Background: an optimization exercise with open tools, aiming at small area, a short achievable clock period and few clock cycles. Do not read the settings as production practice.
At most, simulation tests tie the RTL to the original design; equivalence was not proved.
The RTL of runs 5 and 6 was laid out without a check of its function.
In runs 3 to 6 the design's own scripts or RTL, not TritonCTS, make the clock network.
No driver is modelled on the clock port, so clock power and skew are understated where the tree is cut down; a real chip needs a root buffer or a tree.
No activity file was given, so power comes from the tool's default toggle rates.

==> design.v <==
module cic_core (
    input  wire sys_clk,
    input  wire block_rst,       
    input  wire dclk_in,         
    input  wire dio_in,          
    input  wire reset_held,      
    input  wire cancel,          
    output reg  dio_drive_low,   
    output reg  terminated,      
    output reg  busy             
);
    localparam [92:0] PRE_BITS =
        93'b111101000111001111110000100001001010001101011111010001110010000001011110010011100101111011000;
    localparam [3:0]
        ST_WAIT  = 4'd0,
        ST_TERM  = 4'd1,    
        ST_PRE   = 4'd2,    
        ST_DRAIN = 4'd3,    
        ST_CMD   = 4'd4,    
        ST_CPAD  = 4'd5,    
        ST_CWR   = 4'd6,    
        ST_VMARK = 4'd7,    
        ST_VRD   = 4'd8,    
        ST_VSYNC = 4'd9,    
        ST_VWR   = 4'd10,   
        ST_RACK  = 4'd11,   
        ST_DIE   = 4'd12;   
    reg  [3:0]   st;            
    reg  [6:0]   cnt;           
    reg          wait_act;      
    reg          cap_q;         
    reg          rbit;          
    reg          rst_q;         
    reg  [60:1]  mv;
    reg  [15:1]  ob;            
    reg          eng_run;       
    reg          eng_wait;      
    reg          eng_v1;        
    reg          eng_v2;        
    reg          eng_v3;        
    reg  [1:0]   eng_rnd;
    reg  [3:0]   eng_x;         
    reg  [3:0]   eng_bs;        
    reg          eng_have;      
    reg          eng_need;      
    reg  [120:0] ring;
    reg  [6:0]   vw;
    reg          vpend;         
    reg          vfetch;        
    reg  [3:0]   va_a;          
    reg          va_carry;
    wire [3:0] m1  = mv[4:1],   m2  = mv[8:5],   m3  = mv[12:9],  m4  = mv[16:13];
    wire [3:0] m5  = mv[20:17], m6  = mv[24:21], m7  = mv[28:25], m8  = mv[32:29];
    wire [3:0] m9  = mv[36:33], m10 = mv[40:37], m11 = mv[44:41], m12 = mv[48:45];
    wire [3:0] m13 = mv[52:49], m14 = mv[56:53], m15 = mv[60:57];
    function [3:0] add4;
        input [3:0] a, b;
        input       ci;
        reg   [4:0] c;
        integer     i;
        begin
            c[0] = ci;
            for (i = 0; i < 4; i = i + 1) begin
                add4[i] = a[i] ^ b[i] ^ c[i];
                c[i+1]  = (a[i] & b[i]) | (c[i] & (a[i] ^ b[i]));
            end
        end
    endfunction
    function cout4;
        input [3:0] a, b;
        input       ci;
        reg   [4:0] c;
        integer     i;
        begin
            c[0] = ci;
            for (i = 0; i < 4; i = i + 1)
                c[i+1] = (a[i] & b[i]) | (c[i] & (a[i] ^ b[i]));
            cout4 = c[4];
        end
    endfunction
    wire [3:0] xe  = eng_x;
    wire [3:0] n1  = add4(m1, xe, 1'b1);
    wire [3:0] n2  = ~add4(n1, m2, 1'b1);
    wire [3:0] t3  = add4(m2, m3, 1'b1);
    wire       ca  = ~cout4(m2, m3, 1'b1);                  
    wire [3:0] n3b = add4(m2, {m3[2:0], 1'b1}, 1'b0);        
    wire [3:0] n3  = ca ? t3 : n3b;
    wire [3:0] n4a = add4(m3, m4, 1'b0);
    wire [3:0] n4  = ca ? n4a : add4(n3b, m4, 1'b0);
    wire [3:0] n5a = add4(n4a, m5, 1'b0);
    wire [3:0] n5b = add4({~m4[3], m4[2:0]}, m4[3] ? 4'd0 : m5, 1'b0);
    wire [3:0] n5  = ca ? n5a : n5b;
    wire [3:0] n6a = add4({~m5[3], m5[2:0]}, m5[3] ? 4'd0 : m6, 1'b0);
    wire [3:0] n6b = add4(m5, m6, 1'b1);
    wire [3:0] n6  = ca ? n6a : n6b;
    wire [3:0] bs  = ca ? m6 : n6b;                         
    wire [3:0] n7  = add4(eng_bs, m7, 1'b1);
    wire [3:0] n8  = add4(n7, m8, 1'b1);
    wire [3:0] n9  = add4(n8, m9, 1'b1);
    wire [3:0] n10 = add4(m9, m10, 1'b1);
    wire [3:0] n11 = add4(n10, m11, 1'b1);
    wire [3:0] n12 = add4(n11, m12, 1'b1);
    wire [3:0] n13 = add4(m12, m13, 1'b1);
    wire [3:0] n14 = add4(n13, m14, 1'b1);
    wire [3:0] n15 = add4(n14, m15, 1'b1);
    wire eng_busy = eng_run || eng_wait || eng_v1 || eng_v2 || eng_v3;
    wire eng_fin  = eng_v3 && !eng_v2 && !eng_v1 && !eng_run && !eng_wait;
    wire eng_take = eng_need && eng_have;                    
    wire [3:0] nib  = {ring[2], ring[4], ring[6], ring[8]};
    wire [3:0] va_1 = {va_a[3] ^ ~nib[0], va_a[2:0]};
    wire [3:0] va_2 = {va_1[3] ^ (va_1[2] & ~va_1[1]), va_1[2] ^ ~va_1[1], va_1[1:0]};
    wire [3:0] va_3 = add4(va_2, nib, 1'b0);
    wire [3:0] va_5 = add4({va_3[2:0], 1'b0}, va_carry ? 4'd0 : 4'd7, 1'b0);
    wire [4:0] va_6 = {cout4(va_5, va_3, va_carry), add4(va_5, va_3, va_carry)};
    wire [3:0] va_7 = ~va_6[3:0];
    wire is_read = (st == ST_DRAIN) || (st == ST_CMD) || (st == ST_CPAD) ||
                   (st == ST_VRD);
    wire can_cap = !terminated && !rst_q && (st != ST_WAIT) && (st != ST_DIE) &&
                   !((st == ST_CWR) && eng_need) && !vpend && !vfetch;
    reg wbit;
    always @(*) begin
        case (st)
            ST_PRE:   wbit = PRE_BITS[cnt];
            ST_CWR:   wbit = ob[cnt[3:0]];
            ST_VMARK: wbit = ~cnt[0];                        
            ST_VWR:   wbit = va_a[3 - cnt[1:0]];              
            default:  wbit = 1'b0;                           
        endcase
    end
    wire drive0   = can_cap && !is_read && !wbit;            
    wire capture  = can_cap && !wait_act && !dclk_in;
    wire complete = wait_act && dclk_in;
    wire die_now  = complete && ((st == ST_DIE) ||
                    (cap_q && st == ST_CMD && cnt[0] && !cnt[1] && rbit));
    reg [3:0] st_a;
    reg [6:0] cnt_a;
    always @(*) begin
        st_a  = st;
        cnt_a = cnt;
        if (cap_q) begin
            cnt_a = cnt + 7'd1;
            case (st)
                ST_PRE:   if (cnt == 7'd92) begin st_a = ST_DRAIN; cnt_a = 7'd0; end
                ST_DRAIN: if (cnt == 7'd7)  begin st_a = ST_CMD;   cnt_a = 7'd0; end
                ST_CMD: begin
                    cnt_a = {5'd0, rbit, 1'b1};      
                    if (cnt[0]) begin
                        cnt_a = 7'd0;
                        case ({cnt[1], rbit})
                            2'b00:   st_a = ST_CPAD;
                            2'b01:   st_a = ST_DIE;
                            2'b10:   st_a = ST_VMARK;
                            default: st_a = ST_RACK;
                        endcase
                    end
                end
                ST_CPAD: begin st_a = ST_CWR; cnt_a = cnt; end
                ST_CWR: begin
                    if (cnt[3:0] == 4'hF) begin st_a = ST_CMD; cnt_a = 7'd0; end
                    else                        st_a = ST_CPAD;
                end
                ST_VMARK: if (cnt == 7'd7)   begin st_a = ST_VRD;   cnt_a = 7'd0; end
                ST_VRD:   if (cnt == 7'd119) begin st_a = ST_VSYNC; cnt_a = 7'd0; end
                ST_VSYNC: begin st_a = ST_VWR; cnt_a = 7'd0; end
                ST_VWR:   if (cnt == 7'd119) begin st_a = ST_CMD;   cnt_a = 7'd0; end
                ST_RACK:  begin st_a = ST_CMD; cnt_a = 7'd0; end
                default: ;
            endcase
        end
        if (eng_take)                        
            cnt_a = {3'd0, (m7 == 4'd0) ? 4'd1 : m7};
        if (st == ST_WAIT || rst_q) cnt_a = 7'd0;
    end
    wire kill       = block_rst || cancel;
    wire wait_act_d = !(kill || dclk_in) && (wait_act || can_cap);
    wire dd_d       = !(kill || dclk_in) && (wait_act ? dio_drive_low : drive0);
    wire term_d     = !block_rst && (terminated || cancel || die_now);
    wire [3:0] st_d = (rst_q || st == ST_WAIT) ? (reset_held ? ST_WAIT : ST_PRE) : st_a;
    wire cmd_cmp   = cap_q && (st == ST_CMD) && cnt[0] && !cnt[1] && !rbit;
    wire eng_start = (cap_q && (st == ST_DRAIN) && (cnt == 7'd7)) || eng_take;
    wire eng_have_d = !rst_q && ((eng_have || eng_fin) && !eng_take);
    wire eng_need_d = !rst_q && ((eng_need || cmd_cmp) && !eng_take);
    wire eng_end   = eng_run && (xe == 4'd0);                
    wire eng_rest   = eng_wait && eng_v3 && !eng_v2 && !eng_v1;   
    wire eng_run_d  = !rst_q && (eng_start || (eng_run && !eng_end) || eng_rest);
    wire eng_wait_d = !rst_q &&
                      ((eng_end && eng_rnd != 2'd2) || (eng_wait && !eng_rest));
    wire eng_v1_d   = !rst_q && eng_run;
    wire eng_v2_d   = !rst_q && eng_v1;
    wire eng_v3_d   = !rst_q && eng_v2;
    wire v_al    = &vw;
    wire v_rd    = cap_q && (st == ST_VRD);                  
    wire v_wr    = (v_rd && (v_al || cnt == 7'd0)) || (vpend && v_al);
    wire v_nx    = cap_q && ((st == ST_VSYNC) ||
                   (st == ST_VWR && cnt[1:0] == 2'd3 && cnt != 7'd119));
    wire v_ft    = (v_nx || vfetch) && v_al;                 
    wire vpend_d  = !rst_q && ((v_rd || vpend) && !v_wr);
    wire vfetch_d = !rst_q && ((v_nx || vfetch) && !v_ft);
    always @(posedge sys_clk) begin
        st            <= st_d;
        cnt           <= cnt_a;
        wait_act      <= wait_act_d;
        dio_drive_low <= dd_d;
        terminated    <= term_d;
        busy          <= ((st_a == ST_CWR) && eng_need_d) ||
                         ((v_rd || vpend) && !v_wr) || ((v_nx || vfetch) && !v_ft);
        cap_q         <= capture && !block_rst;
        rst_q         <= block_rst;
        eng_run       <= eng_run_d;
        eng_wait      <= eng_wait_d;
        eng_v1        <= eng_v1_d;
        eng_v2        <= eng_v2_d;
        eng_v3        <= eng_v3_d;
        eng_have      <= eng_have_d;
        eng_need      <= eng_need_d;
        if (eng_take)
            ob <= {m15[0], m14[0], m13[0], m12[0], m11[0], m10[0], m9[0], m8[0],
                   m7[0], m6[0], m5[0], m4[0], m3[0], m2[0], m1[0]};
        if (capture)
            rbit <= dio_in;
        if (!eng_busy) begin                       
            eng_x     <= m15;
            eng_rnd   <= 2'd0;
        end
        if (eng_rest)                              
            eng_x     <= n15;
        if (eng_run) begin
            eng_x     <= xe - 4'd1;
            eng_bs    <= bs;
            if (xe == 4'd0) eng_rnd <= eng_rnd + 2'd1;
        end
        if (eng_run)
            mv[4:1] <= n1;
        else if (cap_q && st == ST_DRAIN && cnt[2])
            mv[4:1] <= {mv[3:1], rbit};               
        if (rst_q)
            mv[24:5] <= 20'hB8F41;                    
        else if (eng_run)
            mv[24:5] <= {n6, n5, n4, n3, n2};
        if (rst_q)
            mv[36:25] <= 12'hC75;                     
        else if (eng_v1)
            mv[36:25] <= {n9, n8, n7};
        if (rst_q)
            mv[48:37] <= 12'h16D;                     
        else if (eng_v2)
            mv[48:37] <= {n12, n11, n10};
        if (rst_q)
            mv[60:49] <= 12'h89E;                     
        else if (eng_v3)
            mv[60:49] <= {n15, n14, n13};
        ring  <= {v_wr ? rbit : ring[0], ring[120:1]};
        vpend  <= vpend_d;
        vfetch <= vfetch_d;
        if (v_wr)
            vw <= 7'b0111111;                      
        else if (v_ft)
            vw <= 7'b0101010;                      
        else
            vw <= v_al ? 7'b0000001 : {vw[5:0], vw[6] ^ vw[5]};
        if (v_ft) begin
            va_a     <= va_7;
            va_carry <= va_6[4];
        end else if (cap_q && st == ST_CMD) begin
            va_a     <= 4'd5;
            va_carry <= 1'b1;
        end
    end
endmodule
==> flow/run.sh <==
#!/bin/bash
# Standard layout, with:
#  - repair_timing aiming for setup slack 11 ns (a tighter achieved period)
#    instead of 0,
#  - 70% utilisation,
#  - buf_4 cells as the port buffers (every port is still buffered),
#  - a clock tree of clkbuf_8 leaf buffers (at most 15 flip-flops each)
#    under clkbuf_16.
set -euo pipefail
bash standard.sh SETUP_SLACK_MARGIN=11 CORE_UTILIZATION=70 \
  "BUFFER_PORTS_ARGS=-buffer_cell sky130_fd_sc_hd__buf_4" \
  "CTS_ARGS=-sink_clustering_enable -repair_clock_nets -sink_clustering_size 15 -sink_clustering_max_diameter 60 -buf_list sky130_fd_sc_hd__clkbuf_8 -root_buf sky130_fd_sc_hd__clkbuf_16" \
  finish > run_standard.log 2>&1
==> standard.sh <==
#!/bin/bash
# synth_recipe.tcl (not shown) runs the flow's synth.tcl, then flattens the netlist and writes it again
# the make line also repeats each setting of config.mk as NAME=value (left out here)
make -C /OpenROAD-flow-scripts/flow DESIGN_CONFIG=/design/flow/config.mk WORK_HOME=/design/flow/orfs CLKGATE_MAP_FILE= SYNTH_SCRIPT=/design/flow/synth_recipe.tcl "${@:-finish}"
==> config.mk <==
export PLATFORM = sky130hd
export DESIGN_NAME = cic_core
export DESIGN_NICKNAME = cic_core
export VERILOG_FILES = /design/flow/design.v
export SDC_FILE = /design/flow/constraint.sdc
export NUM_CORES = 4
export LEC_CHECK = 0
export CAP_MARGIN = 20
export CORE_MARGIN = 2
export CORE_UTILIZATION = 40
export SLEW_MARGIN = 20
==> constraint.sdc <==
create_clock -name core_clock -period 15.0 [get_ports {sys_clk}]
set_input_delay 3.0000 -clock core_clock [delete_from_list [all_inputs] [get_ports {sys_clk}]]
set_output_delay 3.0000 -clock core_clock [all_outputs]
set_load 0.01 [all_outputs]
==> flow_summary.yaml, run 1 <==
logic_synthesis:
  synth_edf_count: 33
  async_flop_share: 0
  syn_inst: 948
  yosys_register_bits: 245
  ys_warn_count: 1
  synth-main-ff-cell: "dfxtp_1"
  synthesis.nets: 1028
  ys_seq_area_frac: 0.519
  syn_area_mm2: 0.0101
  synth.avg_cell_area_um2: 10.6
  yosysUniqueCellTypes: 72
cells_and_area:
  syn2layout_area_growth_pct: 4.97
  layout_common_cells: "dfxtp_1 (211), inv_1 (97), nand2_1 (89)"
  fin_nets: 1015
  final_common_cell: "dfxtp_1"
  drive_gt1_frac: 0.0626
  diodes: 0
place:
  post-dp-hpwl_mm: 12.8
  port_buffers: 8
  gp_congestion: 0.881
  pre_cts_slack_ns: 11.08
floorplanning:
  die_area_mm2: 0.0154
  start_util: 0.721
  die_w_um: 124
  core-area_mm2: 0.0140
  die_y_um: 124
  row_count: 43
  io_pins: 9
worst_setup_path:
  setup.worst_path.start_class: "flip-flop"
  arrival_ns: 0.95
  cpPeakStageDelay_ns: 0.36
  criticalPathCategory: "flip-flop to primary output"
  crit_path_start: "terminated"
  required_ns: 12.00
  timing.rr.end: "eng_x[3]"
  crit_buf_inv: 1
  path_delay_family: "flip-flops"
  crit_path_max_fanout: 3
  cp_slowest_cell: "dfxtp_2"
  critical_path.cell_chain: "buf_4"
  timing.rr.start: "mv[45]"
  r2r_setup_slack_ns: 11.55
  worstRegToRegCells: 13
  endpoint_kind: "primary output"
sta:
  clock.fmax_ghz: 0.253
  tns_ns: 0
  maxSlewHeadroom: 0.420
  slew_violations: 0
  worst_pin_slew_ns: 0.870
  fin_crit_sh: 0.263
  hold_violations: 0
  period_minus_slack_ns: 3.95
  finalClockSkew_ns: 0.0145
  finalSetupViolCount: 0
  fin_ws_ns: 11.05
  rsz0062_at_grt: "false"
  worst_hold_slack_ns: 0.322
global_route:
  antenna_found_initial: 0
  grt_pass1_vias: 6461
  grt_max_degree: 51
  grt_usage: 0.259
  grt_pass1_wl_mm: 31.4
  grt-ovfl-total: 0
routing:
  postRouteAntennaNets: 0
  wire_per_inst_um: 16.5
  first_pass_iters: 5
  wirelength_mm: 18.5
  first_iter_violations: 453
  via_per_inst: 5.83
  vias: 6544
  drc: 0
cts:
  root_buffer: "clkbuf_16"
  path_clk_slew_ns: 0.10
  clock_tree.buffer_depth: 3
  cts_max_level: 1
  clk_latency_ns: 0.48
  cts_tree: "built"
  cts_sinks: 245
  numCtsBuffers: 20
run_status:
  status: "finished clean"
pwr:
  leakagePower_nw: 4.05
  fin_total_pwr_mw: 1.05
  max-vdd-ir-drop_mv: 0.100
  power_per_cell_area_mw_per_mm2: 98.9
worst_hold_path:
  holdPathEnd: "ring[52]"
  min_path_cells: 0
  worstHoldPathType: "flip-flop to flip-flop"
  min-delay-start: "ring[53]"
job:
  maxCapViolCount: 0
power by group:
group,internal (mW),switching (mW)
Combinational,0.00619,0.0118
Clock,0.165,0.199
Sequential,0.663,0.00342
per-layer routing:
metal | part of all wire | routed length [µm] | GRT usage
met5 | 0 | 0 | 0
met2 | 0.48 | 8880 | 0.431
met3 | 0.048 | 891 | 0.0339
met1 | 0.44 | 8250 | 0.351
met4 | 0.028 | 524 | 0.0892
registers in the layout, summed over array words and instances, names as in the netlist, 2 cells and up:
signal	count
cnt	7
eng_bs	4
eng_rnd	2
eng_x	4
mv	60
ob	15
ring	121
st	4
va_a	4
vw	7
worst reg2reg max path: stages, from the launching register on:
cell     delay, ns
dfxtp_1       0.33
inv_1         0.08
ha_1          0.15
inv_1         0.05
fa_1          0.50
inv_1         0.06
fa_1          0.50
fa_1          0.42
fa_1          0.40
xnor2_1       0.16
xnor2_1       0.24
nand2_1       0.10
xor2_1        0.13
o21ai_0       0.08
how the worst max path moves through the flow:
stage	endpoint	slack, ns	cells past startpoint
floorplan	dio_drive_low	11.31	4
global placement	dio_drive_low	11.08	5
detailed placement	dio_drive_low	11.08	5
CTS	terminated	11.04	1
global route	terminated	11.01	1
finish	terminated	11.05	1
synth_stat cells, types with 3 or more instances:
library cell / n / share of area
dfxtp_1: 212 / 0.42
nor4_1: 5 / 0.0031
ha_1: 30 / 0.037
xor2_1: 14 / 0.012
nand4_1: 3 / 0.0019
buf_1: 12 / 0.0045
nand2_1: 89 / 0.033
a31oi_1: 10 / 0.0062
a21oi_1: 33 / 0.016
nor2b_1: 13 / 0.0081
a211oi_1: 23 / 0.017
mux4_2: 3 / 0.0067
clkbuf_1: 17 / 0.0063
xnor2_1: 27 / 0.023
nand2b_1: 9 / 0.0056
nand3_1: 24 / 0.012
o211ai_1: 14 / 0.010
nand3b_1: 3 / 0.0022
o221ai_1: 3 / 0.0026
inv_1: 91 / 0.034
mux2i_1: 24 / 0.024
o21a_1: 5 / 0.0037
buf_2: 16 / 0.0079
a21o_1: 4 / 0.0030
or3_1: 7 / 0.0043
edfxtp_1: 33 / 0.098
nor3_1: 14 / 0.0069
fa_1: 44 / 0.087
a31o_2: 3 / 0.0026
and3_1: 7 / 0.0043
o21ai_0: 37 / 0.018
o21ai_1: 3 / 0.0015
mux2_2: 3 / 0.0033
nor2_1: 65 / 0.024
layout make-up:
type | count | area [µm²]
tap | 180 | 225
multi-input combinational | 565 | 4320
clock inverter | 8 | 61.3
timing repair buffer | 11 | 82.6
fill | 936 | 3400
clock buffer | 21 | 323
inverter | 92 | 345
sequential | 245 | 5240
cells by family after synthesis:
group | Yosys count | share of synthesized area
AO/OA/AOI/OAI | 164 | 0.111
multiplexers | 31 | 0.0350
flip-flops | 245 | 0.519
adder cells (fa/ha/maj) | 74 | 0.124
XOR/XNOR | 41 | 0.0356
buffers and inverters | 138 | 0.0534
AND/OR/NAND/NOR | 255 | 0.121
timing repair:
item,4_1_cts,5_1_grt
hold buffers,0,0
setup buffers,0,0
setup endpoints to repair,1,0
gates resized for setup,1,0
per-stage QoR:
stage                     instance area, µm²   util  cells
final                                  10600  0.757   1122
after global routing                   10600  0.757   1122
after CTS                              10600  0.757   1122
after detailed placement               10200  0.730   1093
after global placement                 10200  0.730   1093
after floorplan                        10100      -    948
Testbench counts, summed over its fixed seeds: cycles 64,299.
==> run 2: changes to the inputs <==
==> flow/run.sh (replaced) <==
#!/bin/bash
# Standard layout, with:
#  - repair_timing aiming for setup slack 11 ns (a tighter achieved period)
#    instead of 0,
#  - 70% utilisation,
#  - buf_4 cells as the port buffers (every port is still buffered),
#  - a clock tree of clkbuf_8 leaf buffers (at most 15 flip-flops each)
#    under clkbuf_16, without dummy clock loads.
set -euo pipefail
bash standard.sh SETUP_SLACK_MARGIN=11 CORE_UTILIZATION=70 \
  "BUFFER_PORTS_ARGS=-buffer_cell sky130_fd_sc_hd__buf_4" \
  "CTS_ARGS=-sink_clustering_enable -repair_clock_nets -dont_use_dummy_load -sink_clustering_size 15 -sink_clustering_max_diameter 60 -buf_list sky130_fd_sc_hd__clkbuf_8 -root_buf sky130_fd_sc_hd__clkbuf_16" \
  finish > run_standard.log 2>&1
==> run 2 against run 1 <==
Net effect: still clean; critical path depth did not move; hold slack got worse by 0.0043 ns; sequential share of layout area rose by 0.35 points; critical endpoint unchanged.
==> flow_summary.yaml, run 2 <==
logic_synthesis:
  synthesis.nets: 1028
  synth_top_area_frac: 0.421
  synthTopCellsByCount: "dfxtp_1 (212), inv_1 (91), nand2_1 (89), nor2_1 (65), fa_1 (44)"
  synth_fa_ha_area_frac: 0.124
  syn_inst: 948
  muxShareOfSynthArea: 0.0350
  synth.largest_area_cell: "dfxtp_1"
  yosysMostFrequentCell: "dfxtp_1"
  synth_top_family_by_area: "adder cells"
  syn_area_mm2: 0.0101
  ys_warn_count: 1
  synth_xor_area_frac: 0.0356
  synth-main-ff-cell: "dfxtp_1"
  yosys_register_bits: 245
  synth_compound_area_frac: 0.111
  synth-simple-area-share: 0.121
  yosysUniqueCellTypes: 72
  synth.avg_cell_area_um2: 10.6
  synthTopCellsByArea: "dfxtp_1 (42%), edfxtp_1 (9.8%), fa_1 (8.7%)"
  ys_seq_area_frac: 0.519
  async_flop_share: 0
  synth_edf_count: 33
worst_setup_path:
  cp_slowest_cell: "dfxtp_2"
  required_ns: 12.00
  setup.worst_path.start_class: "flip-flop"
  arrival_ns: 0.93
  criticalPathCategory: "flip-flop to primary output"
  cpPeakStageDelay_ns: 0.35
  crit_buf_inv: 1
  crit_path_max_fanout: 3
  path_delay_family: "flip-flops"
  endpoint_kind: "primary output"
  critical_path.cell_chain: "buf_4"
sta:
  finalClockSkew_ns: 0.0235
  clock.fmax_ghz: 0.255
  maxSlewHeadroom: 0.426
  period_minus_slack_ns: 3.93
  tns_ns: 0
  rsz0062_at_grt: "false"
  slew_violations: 0
  hold_violations: 0
  finalSetupViolCount: 0
  fin_crit_sh: 0.262
  worst_pin_slew_ns: 0.860
floorplanning:
  die_y_um: 124
  io_pins: 9
  die_area_mm2: 0.0154
  start_util: 0.721
  row_count: 43
  die_w_um: 124
  core-area_mm2: 0.0140
routing:
  via_per_inst: 5.88
  first_pass_iters: 5
  wirelength_mm: 18.5
  drc: 0
  wire_per_inst_um: 16.6
  first_iter_violations: 472
  postRouteAntennaNets: 0
  vias: 6542
cts:
  cts_sinks: 245
  cts_tree: "built"
  root_buffer: "clkbuf_16"
  cts_max_level: 1
  cts_setup_buffers: 0
  clk_latency_ns: 0.47
  post_cts_resized: 0
  path_clk_slew_ns: 0.09
  numCtsBuffers: 20
  hold_buffers: 0
  clock_tree.buffer_depth: 3
cells_and_area:
  n_fill_cell: 956
  final_common_cell: "dfxtp_1"
  final-instance-count-excl-fill: 1113
  fin_nets: 1015
  stdcell_area_mm2: 0.0105
  reg.largest.list: "ring x121, mv x60, ob x15"
  layout_common_cells: "dfxtp_1 (211), inv_1 (91), nand2_1 (89)"
  regMostFlops: "ring"
  largest_reg_flops: 121
  syn2layout_area_growth_pct: 4.23
  diodes: 0
  drive_gt1_frac: 0.0600
place:
  gp_congestion: 0.881
  placedCellCount: 1093
  port_buffers: 8
  dpl_cell_area_mm2: 0.0102
  post-dp-hpwl_mm: 12.8
run_status:
  status: "finished clean"
pwr:
  fin_total_pwr_mw: 1.01
  leakagePower_nw: 3.99
  power_per_cell_area_mw_per_mm2: 96.2
  max-vdd-ir-drop_mv: 0.100
global_route:
  grt_max_degree: 51
  grt-ovfl-total: 0
  grt_pass1_vias: 6496
  grt_pass1_wl_mm: 31.4
  grt_usage: 0.259
  antenna_found_initial: 0
worst_hold_path:
  worstHoldPathType: "flip-flop to flip-flop"
job:
  maxCapViolCount: 0
[run 2: cell counts after synthesis]
Identical to the previous run, type by type.
[run 2: cells by family (layout without fill, tap and decap cells)]
kind of cell / Yosys count / count (layout)
compound gates: 164 / 164
buf+inv: 138 / 123
xor+xnor: 41 / 41
mux: 31 / 31
fa+ha+maj: 74 / 74
flops: 245 / 245
simple gates: 255 / 255
[run 2: path summary, 6_finish.rpt]
check / start / endpoint / slack (ns) / depth (start not counted)
hold reg to reg: ring[53] / ring[52] / 0.32 / 0
setup / recovery: terminated / terminated / 11.07 / 1
setup reg to reg: mv[45] / eng_x[3] / 11.56 / 13
hold / removal: ring[53] / ring[52] / 0.32 / 0
[run 2: routing by layer]
layer	track usage	vias to the layer above	routed length [µm]
li1	-	3156	-
met2	0.429	169	8860
met5	0	-	0
met3	0.0348	48	875
met1	0.350	3169	8250
met4	0.0941	0	529
[run 2: area by class of cell]
type	instances	area, µm²	area share
clock buffer	20	309	0.0294
inverter	92	345	0.0328
multi-input combinational	565	4320	0.411
sequential	245	5240	0.498
tap	180	225	0.0214
timing repair buffer	11	82.6	0.00785
[run 2: metrics by stage]
step	hold WS, ns	util	worst slack [ns]
floorplan	0.310	-	11.31
global placement	0.312	0.730	11.08
detailed placement	0.312	0.730	11.08
CTS	0.314	0.752	11.01
global route	0.323	0.752	11.03
finish	0.318	0.752	11.07
[run 2: power breakdown]
group	internal, mW	switching, mW	leakage (nW)
clock	0.138	0.189	0.159
sequential	0.663	0.00340	2.03
combinational	0.00619	0.0119	1.80
==> run 3: changes to the inputs <==
--- a/flow/run.sh
+++ b/flow/run.sh
@@ -5,7 +5,7 @@
 #  - 70% utilisation,
 #  - buf_4 cells as the port buffers (every port is still buffered),
-#  - a clock tree of clkbuf_8 leaf buffers (at most 15 flip-flops each)
-#    under clkbuf_16, without dummy clock loads.
+#  - after CTS, a two-level clock tree (flow/post_cts.tcl, flow/rebuild.tcl).
 set -euo pipefail
+export POST_CTS_TCL="$PWD/flow/post_cts.tcl"
 bash standard.sh SETUP_SLACK_MARGIN=11 CORE_UTILIZATION=70 \
   "BUFFER_PORTS_ARGS=-buffer_cell sky130_fd_sc_hd__buf_4" \
==> flow/post_cts.tcl (new file) <==
# Run by ORFS's CTS step after clock_tree_synthesis and its repair (the
# POST_CTS_TCL hook): replace TritonCTS's three-level clock tree by a
# two-level one (a root buffer driving ten leaf buffers, all clkbuf_16, each
# leaf serving a balanced cluster of flip-flops), which has a shorter and
# equal clock latency everywhere; then legalise and repair timing again.
source [file join [file dirname [info script]] rebuild.tcl]
rebuild_clock_tree 10 sky130_fd_sc_hd__clkbuf_16 sky130_fd_sc_hd__clkbuf_16
set_propagated_clock [all_clocks]
detailed_placement
estimate_parasitics -placement
repair_timing_helper
detailed_placement
check_placement -verbose
==> flow/rebuild.tcl (new file) <==
# Replace the clock tree with two levels: one root buffer drives nleaf leaf
# buffers, each placed at the centre of a k-means cluster of flip-flops.
proc rebuild_clock_tree { nleaf leafbuf rootbuf } {
  set db [ord::get_db]
  set block [ord::get_db_block]
  set clk [$block findNet sys_clk]
  # remove the existing clock buffers, moving their sinks back onto sys_clk
  set sinks {}
  set todo [list $clk]
  set bufs {}
  set loads {}
  while {[llength $todo]} {
    set net [lindex $todo 0]; set todo [lrange $todo 1 end]
    foreach it [$net getITerms] {
      if {[$it getIoType] ne "INPUT"} { continue }
      set inst [$it getInst]
      set mname [[$inst getMaster] getName]
      if {[string match "clkload*" [$inst getName]]} {
        lappend loads $inst
      } elseif {[string match "sky130_fd_sc_hd__clkbuf_*" $mname] && [string match "clkbuf_*" [$inst getName]]} {
        lappend bufs $inst
        set onet [[$inst findITerm X] getNet]
        if {$onet ne "NULL" && $onet ne ""} { lappend todo $onet }
      } else {
        lappend sinks $it
      }
    }
  }
  foreach inst $bufs {
    set onet [[$inst findITerm X] getNet]
    odb::dbInst_destroy $inst
    if {$onet ne "NULL" && $onet ne ""} {
      if {[llength [$onet getITerms]] == 0 || 1} {
        foreach it [$onet getITerms] { $it disconnect }
        odb::dbNet_destroy $onet
      }
    }
  }
  foreach inst $loads { odb::dbInst_destroy $inst }
  foreach it $sinks { catch {$it disconnect}; $it connect $clk }
  puts "removed [llength $bufs] clock buffers, [llength $sinks] sinks"
  # k-means on sink positions
  set pts {}
  foreach it $sinks {
    set b [[$it getInst] getBBox]
    lappend pts [list [expr {([$b xMin]+[$b xMax])/2}] [expr {([$b yMin]+[$b yMax])/2}]]
  }
  set n [llength $pts]
  set order [lsort -integer -index 0 $pts]
  set cent {}
  for {set k 0} {$k < $nleaf} {incr k} { lappend cent [lindex $order [expr {int(($k + 0.5) * $n / $nleaf)}]] }
  for {set iter 0} {$iter < 40} {incr iter} {
    set cap [expr {int(ceil(double($n) / $nleaf)) + 2}]
    set pairs {}
    set i 0
    foreach p $pts {
      for {set k 0} {$k < $nleaf} {incr k} {
        set c [lindex $cent $k]
        lappend pairs [list [expr {abs([lindex $p 0]-[lindex $c 0]) + abs([lindex $p 1]-[lindex $c 1])}] $i $k]
      }
      incr i
    }
    set pairs [lsort -real -index 0 $pairs]
    set asg [lrepeat $n -1]
    set used [lrepeat $nleaf 0]
    set left $n
    foreach pr $pairs {
      lassign $pr d i k
      if {[lindex $asg $i] >= 0 || [lindex $used $k] >= $cap} { continue }
      lset asg $i $k
      lset used $k [expr {[lindex $used $k] + 1}]
      incr left -1
      if {$left == 0} { break }
    }
    set sx [lrepeat $nleaf 0.0]; set sy [lrepeat $nleaf 0.0]; set sc [lrepeat $nleaf 0]
    foreach p $pts a $asg {
      lset sx $a [expr {[lindex $sx $a] + [lindex $p 0]}]
      lset sy $a [expr {[lindex $sy $a] + [lindex $p 1]}]
      lset sc $a [expr {[lindex $sc $a] + 1}]
    }
    for {set k 0} {$k < $nleaf} {incr k} {
      if {[lindex $sc $k] > 0} {
        lset cent $k [list [expr {int([lindex $sx $k]/[lindex $sc $k])}] [expr {int([lindex $sy $k]/[lindex $sc $k])}]]
      }
    }
  }
  puts "cluster sizes: $sc"
  set cx 0; set cy 0
  foreach c $cent { set cx [expr {$cx + [lindex $c 0]}]; set cy [expr {$cy + [lindex $c 1]}] }
  set cx [expr {$cx / $nleaf}]; set cy [expr {$cy / $nleaf}]
  set root [odb::dbInst_create $block [$db findMaster $rootbuf] clkbuf_root]
  $root setLocation $cx $cy
  $root setPlacementStatus PLACED
  set rnet [odb::dbNet_create $block clknet_root]
  $rnet setSigType CLOCK
  foreach it $sinks { $it disconnect }
  [$root findITerm A] connect $clk
  [$root findITerm X] connect $rnet
  for {set k 0} {$k < $nleaf} {incr k} {
    set c [lindex $cent $k]
    set leaf [odb::dbInst_create $block [$db findMaster $leafbuf] clkbuf_leaf_$k]
    $leaf setLocation [lindex $c 0] [lindex $c 1]
    $leaf setPlacementStatus PLACED
    set lnet [odb::dbNet_create $block clknet_leaf_$k]
    $lnet setSigType CLOCK
    [$leaf findITerm A] connect $rnet
    [$leaf findITerm X] connect $lnet
    set ln($k) $lnet
  }
  foreach it $sinks a $asg { $it connect $ln($a) }
}
==> run 3 against run 2 <==
Net effect: sequential power about the same; total power is 1.1% lower; flip-flop and latch count did not move; clock skew shrank 0.0043 ns; critical endpoint unchanged; hold slack improved by 0.011 ns; critical path depth unchanged; register-to-register slack worse by 0.08 ns; worst setup slack worse by 0.013 ns; still clean on timing, DRC and antenna.
==> flow_summary.yaml, run 3 <==
run_status:
  status: "finished clean"
cells_and_area:
  reg.largest.list: "ring x121, mv x60, ob x15"
  syn2layout_area_growth_pct: 3.88
  drive_gt1_frac: 0.0498
  final_common_cell: "dfxtp_1"
  final-instance-count-excl-fill: 1104
  n_fill_cell: 946
  stdcell_area_mm2: 0.0105
  fin_nets: 1006
  utilization: 0.749
  diodes: 0
  regMostFlops: "ring"
  largest_reg_flops: 121
  layout_common_cells: "dfxtp_1 (212), inv_1 (91), nand2_1 (89)"
worst_setup_path:
  timing.rr.start: "mv[45]"
  timing.rr.end: "eng_x[3]"
  cp_slowest_cell: "dfxtp_1"
  crit_buf_inv: 1
  path_delay_family: "flip-flops"
  criticalPathCategory: "flip-flop to primary output"
  setup.worst_path.start_class: "flip-flop"
  worstRegToRegCells: 13
  critical_path.cell_chain: "buf_4"
  r2r_setup_slack_ns: 11.48
  required_ns: 12.00
  cpPeakStageDelay_ns: 0.39
  arrival_ns: 0.94
  crit_path_max_fanout: 3
  endpoint_kind: "primary output"
logic_synthesis:
  syn_area_mm2: 0.0101
  synth-main-ff-cell: "dfxtp_1"
  synth.avg_cell_area_um2: 10.6
  synthTopCellsByArea: "dfxtp_1 (42%), edfxtp_1 (9.8%), fa_1 (8.7%)"
  synthesis.nets: 1028
  syn_inst: 948
  synthTopCellsByCount: "dfxtp_1 (212), inv_1 (91), nand2_1 (89), nor2_1 (65), fa_1 (44)"
  async_flop_share: 0
  ys_warn_count: 1
  yosysUniqueCellTypes: 72
  synth_top_area_frac: 0.421
  yosys_register_bits: 245
  synth_edf_count: 33
  ys_seq_area_frac: 0.519
  yosysMostFrequentCell: "dfxtp_1"
  synth.largest_area_cell: "dfxtp_1"
place:
  placedCellCount: 1093
  pre_cts_slack_ns: 11.08
  post-dp-hpwl_mm: 12.8
  port_buffers: 8
  gp_congestion: 0.881
  dpl_cell_area_mm2: 0.0102
routing:
  vias: 6532
  via_per_inst: 5.92
  drc: 0
  dr_wl_met3_um: 944
  first_iter_violations: 501
  maxUsedRoutingLayer: "met4"
  postRouteAntennaNets: 0
  wire_per_inst_um: 17.2
  wl_met1_mm: 8.20
  wirelength_mm: 19.0
  first_pass_iters: 5
  dr_wl_met2_mm: 9.43
worst_hold_path:
  min-delay-start: "ring[23]"
  worstHoldPathType: "flip-flop to flip-flop"
  holdPathEnd: "ring[22]"
  min_path_cells: 0
pwr:
  fin_total_pwr_mw: 1.00
  leakagePower_nw: 3.97
  max-vdd-ir-drop_mv: 0.0916
  power_per_cell_area_mw_per_mm2: 95.4
cts:
  clk_latency_ns: 0.41
  path_clk_slew_ns: 0.09
  cts_sinks: 245
floorplanning:
  die_y_um: 124
  io_pins: 9
  start_util: 0.721
  die_w_um: 124
  core-area_mm2: 0.0140
  die_area_mm2: 0.0154
  row_count: 43
sta:
  tns_ns: 0
  fin_crit_sh: 0.263
  period_minus_slack_ns: 3.94
  maxSlewHeadroom: 0.433
  finalSetupViolCount: 0
  clock.fmax_ghz: 0.254
  slew_violations: 0
  worst_pin_slew_ns: 0.850
  finalClockSkew_ns: 0.0192
  fin_ws_ns: 11.06
  rsz0062_at_grt: "false"
  worst_hold_slack_ns: 0.329
  hold_violations: 0
global_route:
  grt_max_degree: 51
  grt_pass1_wl_mm: 32.0
  grt-ovfl-total: 0
  antenna_found_initial: 0
  grt_pass1_vias: 6507
  grt_usage: 0.262
job:
  maxCapViolCount: 0
## run 3: cell types whose count changed in the layout (fill, tap and decap cells not counted)
| cell | change |
|---|---|
| clkbuf_8 | -17 |
| clkbuf_16 | +8 |
| dfxtp_1 | +1 |
| dfxtp_2 | -1 |
## run 3: worst max path at each step
| stage | endpoint | from | slack, ns | depth (start not counted) |
|---|---|---|---|---|
| final | terminated | terminated | 11.06 | 1 |
| after global routing | terminated | terminated | 11.02 | 1 |
| after detailed placement | dio_drive_low | dclk_in | 11.08 | 5 |
| after global placement | dio_drive_low | dclk_in | 11.08 | 5 |
| after floorplan | dio_drive_low | dclk_in | 11.31 | 4 |
## run 3: cell type report
| cell class | count | area [µm²] | share of cell area |
|---|---|---|---|
| flip-flops and latches | 245 | 5240 | 0.499 |
| repair buffers | 11 | 82.6 | 0.00788 |
| multi-input cells | 565 | 4320 | 0.412 |
| plain buffers | 11 | 275 | 0.0263 |
| well taps | 180 | 225 | 0.0215 |
| inverters | 92 | 345 | 0.0329 |
## run 3: cell families after synthesis
group                      Yosys count  synth area share
and+or+nand+nor                    255             0.121
adders and majority gates           74             0.124
buffers and inverters              138            0.0534
xor gates and xnor gates            41            0.0356
DFF                                245             0.519
muxes                               31            0.0350
AOI/OAI and AO/OA                  164             0.111
## run 3: routing by layer
metal	vias to the layer above	track usage
met4	0	0.0787
met1	3175	0.347
met5	-	0
met2	175	0.456
met3	39	0.0293
li1	3143	-
## run 3: report_power, final
group / leakage [nW] / switching [mW] / internal, mW / total (mW)
clock network: 0.136 / 0.184 / 0.132 / 0.316
registers: 2.03 / 0.00346 / 0.663 / 0.667
logic: 1.80 / 0.0120 / 0.00618 / 0.0181
==> run 4: changes to the inputs <==
==> flow/run.sh (replaced) <==
#!/bin/bash
# Standard layout, with:
#  - repair_timing aiming for setup slack 11.2 ns (a tighter achieved period)
#    instead of 0,
#  - 70% utilisation,
#  - buf_4 cells as the port buffers (every port is still buffered),
#  - after CTS, a two-level clock tree (flow/post_cts.tcl, flow/rebuild.tcl).
set -euo pipefail
export POST_CTS_TCL="$PWD/flow/post_cts.tcl"
bash standard.sh SETUP_SLACK_MARGIN=11.2 CORE_UTILIZATION=70 \
  "BUFFER_PORTS_ARGS=-buffer_cell sky130_fd_sc_hd__buf_4" \
  "CTS_ARGS=-sink_clustering_enable -repair_clock_nets -dont_use_dummy_load -sink_clustering_size 15 -sink_clustering_max_diameter 60 -buf_list sky130_fd_sc_hd__clkbuf_8 -root_buf sky130_fd_sc_hd__clkbuf_16" \
  finish > run_standard.log 2>&1
==> run 4 against run 3 <==
Net effect: global-route usage is 0.18 points higher; largest power group unchanged; clock skew is 0.0025 ns higher; sequential power hardly changed; routed wire length is 0.67% higher; design area is 0.29% higher; fmax is 2.0% higher.
==> flow_summary.yaml, run 4 <==
logic_synthesis:
  muxShareOfSynthArea: 0.0350
  ys_seq_area_frac: 0.519
  synth_top_family_by_area: "adder cells"
  synthTopCellsByCount: "dfxtp_1 (212), inv_1 (91), nand2_1 (89), nor2_1 (65), fa_1 (44)"
  synth_xor_area_frac: 0.0356
  synth_compound_area_frac: 0.111
  synthesis.nets: 1028
  syn_area_mm2: 0.0101
  async_flop_share: 0
  yosys_register_bits: 245
  synth-simple-area-share: 0.121
  synth_fa_ha_area_frac: 0.124
  synthTopCellsByArea: "dfxtp_1 (42%), edfxtp_1 (9.8%), fa_1 (8.7%)"
  syn_inst: 948
  synth.largest_area_cell: "dfxtp_1"
  synth-main-ff-cell: "dfxtp_1"
  ys_warn_count: 1
  yosysUniqueCellTypes: 72
  synth.avg_cell_area_um2: 10.6
  synth_edf_count: 33
  yosysMostFrequentCell: "dfxtp_1"
  synth_top_area_frac: 0.421
sta:
  worst_pin_slew_ns: 0.879
  clock.fmax_ghz: 0.259
  finalClockSkew_ns: 0.0216
  rsz0062_at_grt: "true"
  maxSlewHeadroom: 0.413
  finalSetupViolCount: 0
  period_minus_slack_ns: 3.86
  hold_violations: 0
  tns_ns: 0
  slew_violations: 0
  fin_crit_sh: 0.257
place:
  post-dp-hpwl_mm: 12.8
  gp_congestion: 0.881
  port_buffers: 8
floorplanning:
  die_y_um: 124
  io_pins: 9
  die_area_mm2: 0.0154
  row_count: 43
  die_w_um: 124
  core-area_mm2: 0.0140
  start_util: 0.721
cts:
  path_clk_slew_ns: 0.10
  clk_latency_ns: 0.41
  cts_sinks: 245
cells_and_area:
  fin_nets: 1008
  reg.largest.list: "ring x121, mv x60, ob x15"
  drive_gt1_frac: 0.0551
  largest_reg_flops: 121
  layout_common_cells: "dfxtp_1 (209), inv_1 (91), nand2_1 (89)"
  diodes: 0
  syn2layout_area_growth_pct: 4.18
  final_common_cell: "dfxtp_1"
  regMostFlops: "ring"
run_status:
  status: "finished clean"
routing:
  first_iter_violations: 489
  wirelength_mm: 19.1
  postRouteAntennaNets: 0
  drc: 0
  via_per_inst: 5.92
  wire_per_inst_um: 17.3
  first_pass_iters: 5
  vias: 6549
worst_setup_path:
  critical_path.cell_chain: "buf_6"
  cp_slowest_cell: "dfxtp_2"
  arrival_ns: 0.86
  crit_path_max_fanout: 2
  required_ns: 12.00
  criticalPathCategory: "flip-flop to primary output"
  setup.worst_path.start_class: "flip-flop"
  path_delay_family: "flip-flops"
  cpPeakStageDelay_ns: 0.34
  endpoint_kind: "primary output"
  crit_buf_inv: 1
worst_hold_path:
  worstHoldPathType: "flip-flop to flip-flop"
job:
  maxCapViolCount: 0
pwr:
  leakagePower_nw: 3.98
  power_per_cell_area_mw_per_mm2: 95.5
  max-vdd-ir-drop_mv: 0.0916
  fin_total_pwr_mw: 1.00
global_route:
  grt_usage: 0.264
  grt_pass1_vias: 6526
  grt-ovfl-total: 0
  grt_max_degree: 51
  antenna_found_initial: 0
  grt_pass1_wl_mm: 32.2
## run 4: cell counts after synthesis
Identical to the previous run, type by type.
## run 4: final cells by class
| type | instances | area (µm²) |
|---|---|---|
| Buffer | 11 | 275 |
| Fill cell | 943 | 3480 |
| Inverter | 92 | 345 |
| Multi-Input combinational cell | 565 | 4320 |
| Sequential cell | 245 | 5240 |
| Tap cell | 180 | 225 |
| Timing Repair Buffer | 13 | 109 |
## run 4: kinds of logic after synthesis
kind of cell	Yosys count
fa+ha+maj	74
xor+xnor	41
compound gates	164
buf+inv	138
mux	31
simple gates	255
flops	245
## run 4: where the power goes
part | total, mW | switching (mW) | leakage [nW] | internal [mW]
registers | 0.667 | 0.00330 | 2.03 | 0.663
logic | 0.0190 | 0.0123 | 1.82 | 0.00676
clock network | 0.318 | 0.187 | 0.136 | 0.132
## run 4: path summary, 6_finish.rpt
kind / startpoint / slack, ns / to / cells after the start
max: terminated / 11.14 / terminated / 1
min: ring[23] / 0.33 / ring[22] / 0
max reg2reg: mv[45] / 11.48 / eng_x[3] / 13
min reg2reg: ring[23] / 0.33 / ring[22] / 0
## run 4: routing by layer
metal | global-route usage | vias up | part of all wire
met1 | 0.347 | 3177 | 0.43
met3 | 0.0321 | 45 | 0.047
met4 | 0.0850 | 0 | 0.023
met2 | 0.456 | 181 | 0.50
met5 | 0 | - | 0
li1 | - | 3146 | -
## run 4: stage by stage
| step | utilization | area [µm²] | hold slack [ns] | setup WS [ns] | std cells |
|---|---|---|---|---|---|
| after floorplan | - | 10100 | 0.310 | 11.31 | 948 |
| after global placement | 0.730 | 10200 | 0.312 | 11.08 | 1093 |
| after detailed placement | 0.730 | 10200 | 0.312 | 11.08 | 1093 |
| after global routing | 0.752 | 10500 | 0.335 | 11.11 | 1106 |
| final | 0.752 | 10500 | 0.328 | 11.14 | 1106 |
==> run 5: changes to the inputs <==
--- a/design.v
+++ b/design.v
@@ -14,5 +14,4 @@
     localparam [3:0]
         ST_WAIT  = 4'd0,
-        ST_TERM  = 4'd1,    
         ST_PRE   = 4'd2,    
         ST_DRAIN = 4'd3,    
@@ -32,4 +31,6 @@
     reg          rbit;          
     reg          rst_q;         
+    reg          term_i;        
+    reg          dd_i;          
     reg  [60:1]  mv;
     reg  [15:1]  ob;            
@@ -116,5 +117,5 @@
     wire is_read = (st == ST_DRAIN) || (st == ST_CMD) || (st == ST_CPAD) ||
                    (st == ST_VRD);
-    wire can_cap = !terminated && !rst_q && (st != ST_WAIT) && (st != ST_DIE) &&
+    wire can_cap = !term_i && !rst_q && (st != ST_WAIT) && (st != ST_DIE) &&
                    !((st == ST_CWR) && eng_need) && !vpend && !vfetch;
     reg wbit;
@@ -174,6 +175,6 @@
     wire kill       = block_rst || cancel;
     wire wait_act_d = !(kill || dclk_in) && (wait_act || can_cap);
-    wire dd_d       = !(kill || dclk_in) && (wait_act ? dio_drive_low : drive0);
-    wire term_d     = !block_rst && (terminated || cancel || die_now);
+    wire dd_d       = !(kill || dclk_in) && (wait_act ? dd_i : drive0);
+    wire term_d     = !block_rst && (term_i || cancel || die_now);
     wire [3:0] st_d = (rst_q || st == ST_WAIT) ? (reset_held ? ST_WAIT : ST_PRE) : st_a;
     wire cmd_cmp   = cap_q && (st == ST_CMD) && cnt[0] && !cnt[1] && !rbit;
@@ -201,6 +202,8 @@
         cnt           <= cnt_a;
         wait_act      <= wait_act_d;
-        dio_drive_low <= dd_d;
-        terminated    <= term_d;
+        dio_drive_low <= !(kill || dclk_in) && (wait_act ? dio_drive_low : drive0);
+        dd_i          <= dd_d;
+        terminated    <= !block_rst && (terminated || cancel || die_now);
+        term_i        <= term_d;
         busy          <= ((st_a == ST_CWR) && eng_need_d) ||
                          ((v_rd || vpend) && !v_wr) || ((v_nx || vfetch) && !v_ft);
==> run 5 against run 4 <==
Net effect: register-to-register slack better by 0.03 ns; total power up 2.6%; via count down 0.27%; clock skew rose by 0.0093 ns; die area is 0.79% higher; synthesized cell count increased by 0.21%.
==> flow_summary.yaml, run 5 <==
routing:
  wl_met1_mm: 8.40
  maxUsedRoutingLayer: "met4"
  via_per_inst: 5.87
  wire_per_inst_um: 16.9
  vias: 6531
  wirelength_mm: 18.8
  postRouteAntennaNets: 0
  first_iter_violations: 388
  dr_wl_met3_um: 711
  dr_wl_met2_mm: 9.30
  drc: 0
  first_pass_iters: 5
worst_setup_path:
  timing.rr.start: "mv[45]"
  cp_slowest_cell: "dfxtp_2"
  endpoint_kind: "primary output"
  required_ns: 12.00
  criticalPathCategory: "flip-flop to primary output"
  arrival_ns: 0.83
  critical_path.cell_chain: "buf_6"
  cpPeakStageDelay_ns: 0.33
  worstRegToRegCells: 15
  r2r_setup_slack_ns: 11.51
  crit_path_max_fanout: 2
  crit_buf_inv: 1
  timing.rr.end: "eng_x[3]"
  setup.worst_path.start_class: "flip-flop"
  path_delay_family: "flip-flops"
logic_synthesis:
  synthTopCellsByArea: "dfxtp_1 (42%), edfxtp_1 (9.7%), fa_1 (8.7%)"
  synth_edf_count: 33
  yosysMostFrequentCell: "dfxtp_1"
  async_flop_share: 0
  yosys_register_bits: 246
  synth.largest_area_cell: "dfxtp_1"
  synth-main-ff-cell: "dfxtp_1"
  ys_warn_count: 1
  synth.avg_cell_area_um2: 10.7
  syn_inst: 950
  ys_seq_area_frac: 0.517
  synthTopCellsByCount: "dfxtp_1 (213), inv_1 (96), nand2_1 (73), nor2_1 (66), fa_1 (44)"
  syn_area_mm2: 0.0102
  yosysUniqueCellTypes: 73
  synthesis.nets: 1034
  synth_top_area_frac: 0.419
floorplanning:
  die_y_um: 125
  start_util: 0.708
  core-area_mm2: 0.0144
  io_pins: 9
  row_count: 44
  die_area_mm2: 0.0155
  die_w_um: 125
cells_and_area:
  syn2layout_area_growth_pct: 4.23
  fin_nets: 1015
  drive_gt1_frac: 0.0603
  n_fill_cell: 970
  diodes: 0
  reg.largest.list: "ring x121, mv x60, ob x15"
  stdcell_area_mm2: 0.0106
  regMostFlops: "ring"
  layout_common_cells: "dfxtp_1 (210), inv_1 (96), nand2_1 (73)"
  final_common_cell: "dfxtp_1"
  largest_reg_flops: 121
  final-instance-count-excl-fill: 1113
sta:
  period_minus_slack_ns: 3.83
  finalSetupViolCount: 0
  clock.fmax_ghz: 0.261
  rsz0062_at_grt: "true"
  fin_crit_sh: 0.255
  hold_violations: 0
  tns_ns: 0
  maxSlewHeadroom: 0.349
  worst_pin_slew_ns: 0.971
  finalClockSkew_ns: 0.0309
  slew_violations: 0
place:
  dpl_cell_area_mm2: 0.0103
  placedCellCount: 1102
  gp_congestion: 0.866
  port_buffers: 8
  post-dp-hpwl_mm: 12.9
global_route:
  grt-ovfl-total: 0
  grt_usage: 0.248
  antenna_found_initial: 0
  grt_pass1_wl_mm: 32.1
  grt_max_degree: 52
  grt_pass1_vias: 6538
job:
  maxCapViolCount: 0
pwr:
  p_seq_frac: 0.666
  max-vdd-ir-drop_mv: 0.103
  p_switching_mw: 0.208
  clkPwrFrac: 0.302
  combPwrFrac: 0.032
  switching_share: 0.202
  leakagePower_nw: 4.11
  power_per_cell_area_mw_per_mm2: 97.2
  p_int_mw: 0.822
cts:
  cts_sinks: 246
  path_clk_slew_ns: 0.09
  clk_latency_ns: 0.41
worst_hold_path:
  min_path_cells: 0
  holdPathEnd: "ring[109]"
  worstHoldPathType: "flip-flop to flip-flop"
  min-delay-start: "ring[110]"
run_status:
  status: "finished clean"
## run 5: cell types whose count changed after synthesis, sizes merged, moves of 4 or more
cell,change
or2,+5
o21ai,+6
buf,-5
xnor2,-5
nand2,-16
nand3,-14
inv,+5
or3,-6
ha,+4
a21oi,+5
## run 5: per-stage QoR
step / utilization / hold slack (ns) / setup slack, ns / total power [mW]
floorplan: - / 0.310 / 11.20 / 0.721
global placement: 0.718 / 0.313 / 10.98 / 0.729
detailed placement: 0.718 / 0.312 / 10.94 / 0.733
global route: 0.738 / 0.332 / 11.14 / 1.06
finish: 0.738 / 0.327 / 11.17 / 1.03
## run 5: worst max-delay path by stage
stage / end / from / cells past startpoint / slack [ns]
finish: dio_drive_low / dio_drive_low / 1 / 11.17
global route: dio_drive_low / dio_drive_low / 1 / 11.14
detailed placement: dio_drive_low / block_rst / 5 / 10.94
global placement: dio_drive_low / block_rst / 5 / 10.98
floorplan: dio_drive_low / block_rst / 4 / 11.20
## run 5: area by class of cell
type / instances / area, µm² / share of cell area
flip-flops and latches: 246 / 5260 / 0.496
repair buffers: 12 / 101 / 0.00956
inverters: 98 / 368 / 0.0347
plain buffers: 11 / 275 / 0.0260
well taps: 184 / 230 / 0.0217
multi-input cells: 562 / 4370 / 0.412
## run 5: power groups by stage
stage / clock [mW] / sequential [mW] / combinational, mW
2_1_floorplan: 0 / 0.697 / 0.0245
3_3_place_gp: 0 / 0.699 / 0.0298
3_5_place_dp: 0 / 0.700 / 0.0321
5_1_grt: 0.341 / 0.687 / 0.0354
6_report: 0.311 / 0.686 / 0.0328
## run 5: cell families (layout without fill, tap and decap cells)
group | count (synthesis) | count (layout) | synth area share
AO/OA/AOI/OAI | 174 | 174 | 0.112
XOR/XNOR | 39 | 39 | 0.0349
adder cells (fa/ha/maj) | 78 | 78 | 0.128
buffers and inverters | 142 | 121 | 0.0550
flip-flops | 246 | 246 | 0.517
multiplexers | 32 | 32 | 0.0369
AND/OR/NAND/NOR | 239 | 239 | 0.116
## run 5: metal layers
metal | GRT usage | up-vias
li1 | - | 3157
met3 | 0.0296 | 35
met4 | 0.0555 | 0
met2 | 0.426 | 128
met5 | 0 | -
met1 | 0.343 | 3211
==> run 6: changes to the inputs <==
==> flow/run.sh (replaced) <==
#!/bin/bash
# Standard layout, with:
#  - repair_timing aiming for setup slack 11 ns (a tighter achieved period)
#    instead of 0,
#  - 70% utilisation,
#  - buf_4 cells as the port buffers (every port is still buffered),
#  - after CTS, a two-level clock tree (flow/post_cts.tcl, flow/rebuild.tcl).
set -euo pipefail
export POST_CTS_TCL="$PWD/flow/post_cts.tcl"
bash standard.sh SETUP_SLACK_MARGIN=11 CORE_UTILIZATION=70 \
  "BUFFER_PORTS_ARGS=-buffer_cell sky130_fd_sc_hd__buf_4" \
  "CTS_ARGS=-sink_clustering_enable -repair_clock_nets -dont_use_dummy_load -sink_clustering_size 15 -sink_clustering_max_diameter 60 -buf_list sky130_fd_sc_hd__clkbuf_8 -root_buf sky130_fd_sc_hd__clkbuf_16" \
  finish > run_standard.log 2>&1
==> run 6 against run 5 <==
Net effect: hold slack improved by 0.0060 ns; fmax shrank 1.2%; via count shrank 0.26%; first-iteration DRC count increased by 9.8%; total power shrank 0.11%; critical path depth grew 4; critical path type is now input port to flip-flop; highest routed layer unchanged.
==> flow_summary.yaml, run 6 <==
sta:
  period_minus_slack_ns: 3.88
  maxSlewHeadroom: 0.364
  finalClockSkew_ns: 0.0324
  fin_ws_ns: 11.12
  clock.fmax_ghz: 0.258
  hold_violations: 0
  tns_ns: 0
  finalSetupViolCount: 0
  rsz0062_at_grt: "false"
  slew_violations: 0
  worst_hold_slack_ns: 0.333
  fin_crit_sh: 0.258
  worst_pin_slew_ns: 0.948
routing:
  dr_wl_met3_um: 900
  vias: 6514
  wl_met1_mm: 8.15
  via_per_inst: 5.85
  postRouteAntennaNets: 0
  first_pass_iters: 5
  first_iter_violations: 426
  dr_wl_met2_mm: 9.22
  wire_per_inst_um: 16.8
  drc: 0
  wirelength_mm: 18.7
  maxUsedRoutingLayer: "met4"
logic_synthesis:
  async_flop_share: 0
  synthesis.nets: 1034
  syn_inst: 950
  synth_edf_count: 33
  yosys_register_bits: 246
  synth-main-ff-cell: "dfxtp_1"
  synthTopCellsByArea: "dfxtp_1 (42%), edfxtp_1 (9.7%), fa_1 (8.7%)"
  yosysUniqueCellTypes: 73
  syn_area_mm2: 0.0102
  synth.avg_cell_area_um2: 10.7
  synth.largest_area_cell: "dfxtp_1"
  ys_seq_area_frac: 0.517
  synthTopCellsByCount: "dfxtp_1 (213), inv_1 (96), nand2_1 (73), nor2_1 (66), fa_1 (44)"
  yosysMostFrequentCell: "dfxtp_1"
  synth_top_area_frac: 0.419
  ys_warn_count: 1
pwr:
  leakagePower_nw: 4.11
  max-vdd-ir-drop_mv: 0.101
  power_per_cell_area_mw_per_mm2: 97.3
  fin_total_pwr_mw: 1.03
cells_and_area:
  diodes: 0
  final-instance-count-excl-fill: 1113
  largest_reg_flops: 121
  drive_gt1_frac: 0.0560
  layout_common_cells: "dfxtp_1 (213), inv_1 (96), nand2_1 (73)"
  regMostFlops: "ring"
  stdcell_area_mm2: 0.0106
  reg.largest.list: "ring x121, mv x60, ob x15"
  utilization: 0.736
  fin_nets: 1015
  final_common_cell: "dfxtp_1"
  syn2layout_area_growth_pct: 3.97
  n_fill_cell: 1000
place:
  gp_congestion: 0.858
  placedCellCount: 1102
  dpl_cell_area_mm2: 0.0103
  pre_cts_slack_ns: 10.71
  post-dp-hpwl_mm: 12.8
  port_buffers: 8
cts:
  path_clk_slew_ns: 0.09
  clk_latency_ns: 0.40
  cts_sinks: 246
worst_setup_path:
  worstRegToRegCells: 13
  cp_slowest_cell: "nor3_1"
  crit_path_start: "dclk_in"
  crit_path_max_fanout: 4
  endpoint_kind: "flip-flop"
  criticalPathCategory: "input port to flip-flop"
  arrival_ns: 4.19
  required_ns: 15.32
  critical_path.cell_chain: "buf_4, nor3_1, o2111ai_1, a211o_1, o31ai_1"
  setup.worst_path.start_class: "input port"
  cpPeakStageDelay_ns: 0.36
  timing.rr.end: "eng_x[3]"
  r2r_setup_slack_ns: 11.51
  crit_end: "dio_drive_low"
  crit_buf_inv: 1
  timing.rr.start: "mv[45]"
  path_delay_family: "compound AO/OA/AOI/OAI gates"
  path_depth: 5
floorplanning:
  io_pins: 9
  start_util: 0.708
  row_count: 44
  die_area_mm2: 0.0155
  core-area_mm2: 0.0144
  die_y_um: 125
  die_w_um: 125
global_route:
  grt_max_degree: 52
  grt_pass1_vias: 6657
  grt_pass1_wl_mm: 31.8
  grt-ovfl-total: 0
  antenna_found_initial: 0
  grt_usage: 0.245
job:
  maxCapViolCount: 0
worst_hold_path:
  worstHoldPathType: "flip-flop to flip-flop"
run_status:
  status: "finished clean"
==> run 6: changes by cell type in the layout (fill, tap and decap cells not counted) <==
| cell | delta |
|---|---|
| buf_4 | +3 |
| buf_6 | -3 |
| dfxtp_1 | +3 |
| dfxtp_2 | -3 |
| nor3_1 | +1 |
| nor3_4 | -1 |
==> run 6: area by class of cell <==
class	instances	area, µm²	area share
repair buffers	12	90.1	0.00852
plain buffers	11	275	0.0260
well taps	184	230	0.0218
inverters	98	368	0.0348
multi-input cells	562	4360	0.412
flip-flops and latches	246	5260	0.497
==> run 6: power breakdown <==
part           internal (mW)  leakage, nW  switching (mW)  total, mW
clock                  0.132        0.136           0.180      0.312
sequential             0.676         2.04         0.00967      0.686
combinational         0.0139         1.93          0.0177     0.0316
==> run 6: worst min path at each step <==
stage / from / end / slack [ns] / cells after the start
5_1_grt: ring[5] / ring[4] / 0.34 / 0
3_3_place_gp: ring[62] / ring[61] / 0.31 / 0
2_1_floorplan: ring[1] / ring[0] / 0.31 / 0
6_report: ring[30] / ring[29] / 0.33 / 0
3_5_place_dp: ring[93] / ring[92] / 0.31 / 0
==> run 6: cell families after synthesis <==
group,Yosys count,share of synthesized area
adders and majority gates,78,0.128
and+or+nand+nor,239,0.116
AOI/OAI and AO/OA,174,0.112
muxes,32,0.0369
buffers and inverters,142,0.0550
DFF,246,0.517
xor gates and xnor gates,39,0.0349
==> run 6: per-layer routing <==
metal	vias to the layer above	global-route usage
li1	3152	-
met1	3161	0.338
met2	171	0.419
met3	30	0.0266
met4	0	0.0635
met5	-	0

==> static timing again, ports no longer ideal <==
How much do the figures lean on ideal ports? The routed layouts below were timed once more, with nothing changed but the port constraints. Step 1, drivers: a clkbuf_16 drives sys_clk and a buf_2 each remaining input, both assumed. Step 2 moves the port delays by t, midway between the first and last clock arrival at a register: inputs arrive t later, outputs are due t later. That takes back most of the time a late clock gives input paths. a / b / c = no drivers / after step 1 / after step 2; a / b = the first two.
| run | t, ns | setup WS [ns] | hold slack, ns | slew at the worst register clock pin (ns) |
|---|---|---|---|---|
| run 1 | 0.511 | 11.054 / 11.010 / 11.060 | 0.322 / 0.322 / 0.322 | 0.10 / 0.10 |
| run 2 | 0.504 | 11.074 / 11.030 / 11.046 | 0.318 / 0.318 / 0.318 | 0.10 / 0.10 |
| run 3 | 0.437 | 11.062 / 11.022 / 11.074 | 0.329 / 0.329 / 0.329 | 0.10 / 0.10 |
| run 4 | 0.443 | 11.139 / 11.099 / 11.066 | 0.328 / 0.328 / 0.328 | 0.10 / 0.10 |
| run 5 | 0.433 | 11.169 / 11.129 / 10.930 | 0.327 / 0.327 / 0.327 | 0.11 / 0.11 |
| run 6 | 0.428 | 11.124 / 11.106 / 10.708 | 0.333 / 0.333 / 0.333 | 0.10 / 0.10 |
After both steps setup and hold are still met in every run listed. For run 6, which loses most, drivers alone change the setup slack by -0.018 ns; drivers and shift together by -0.416 ns.
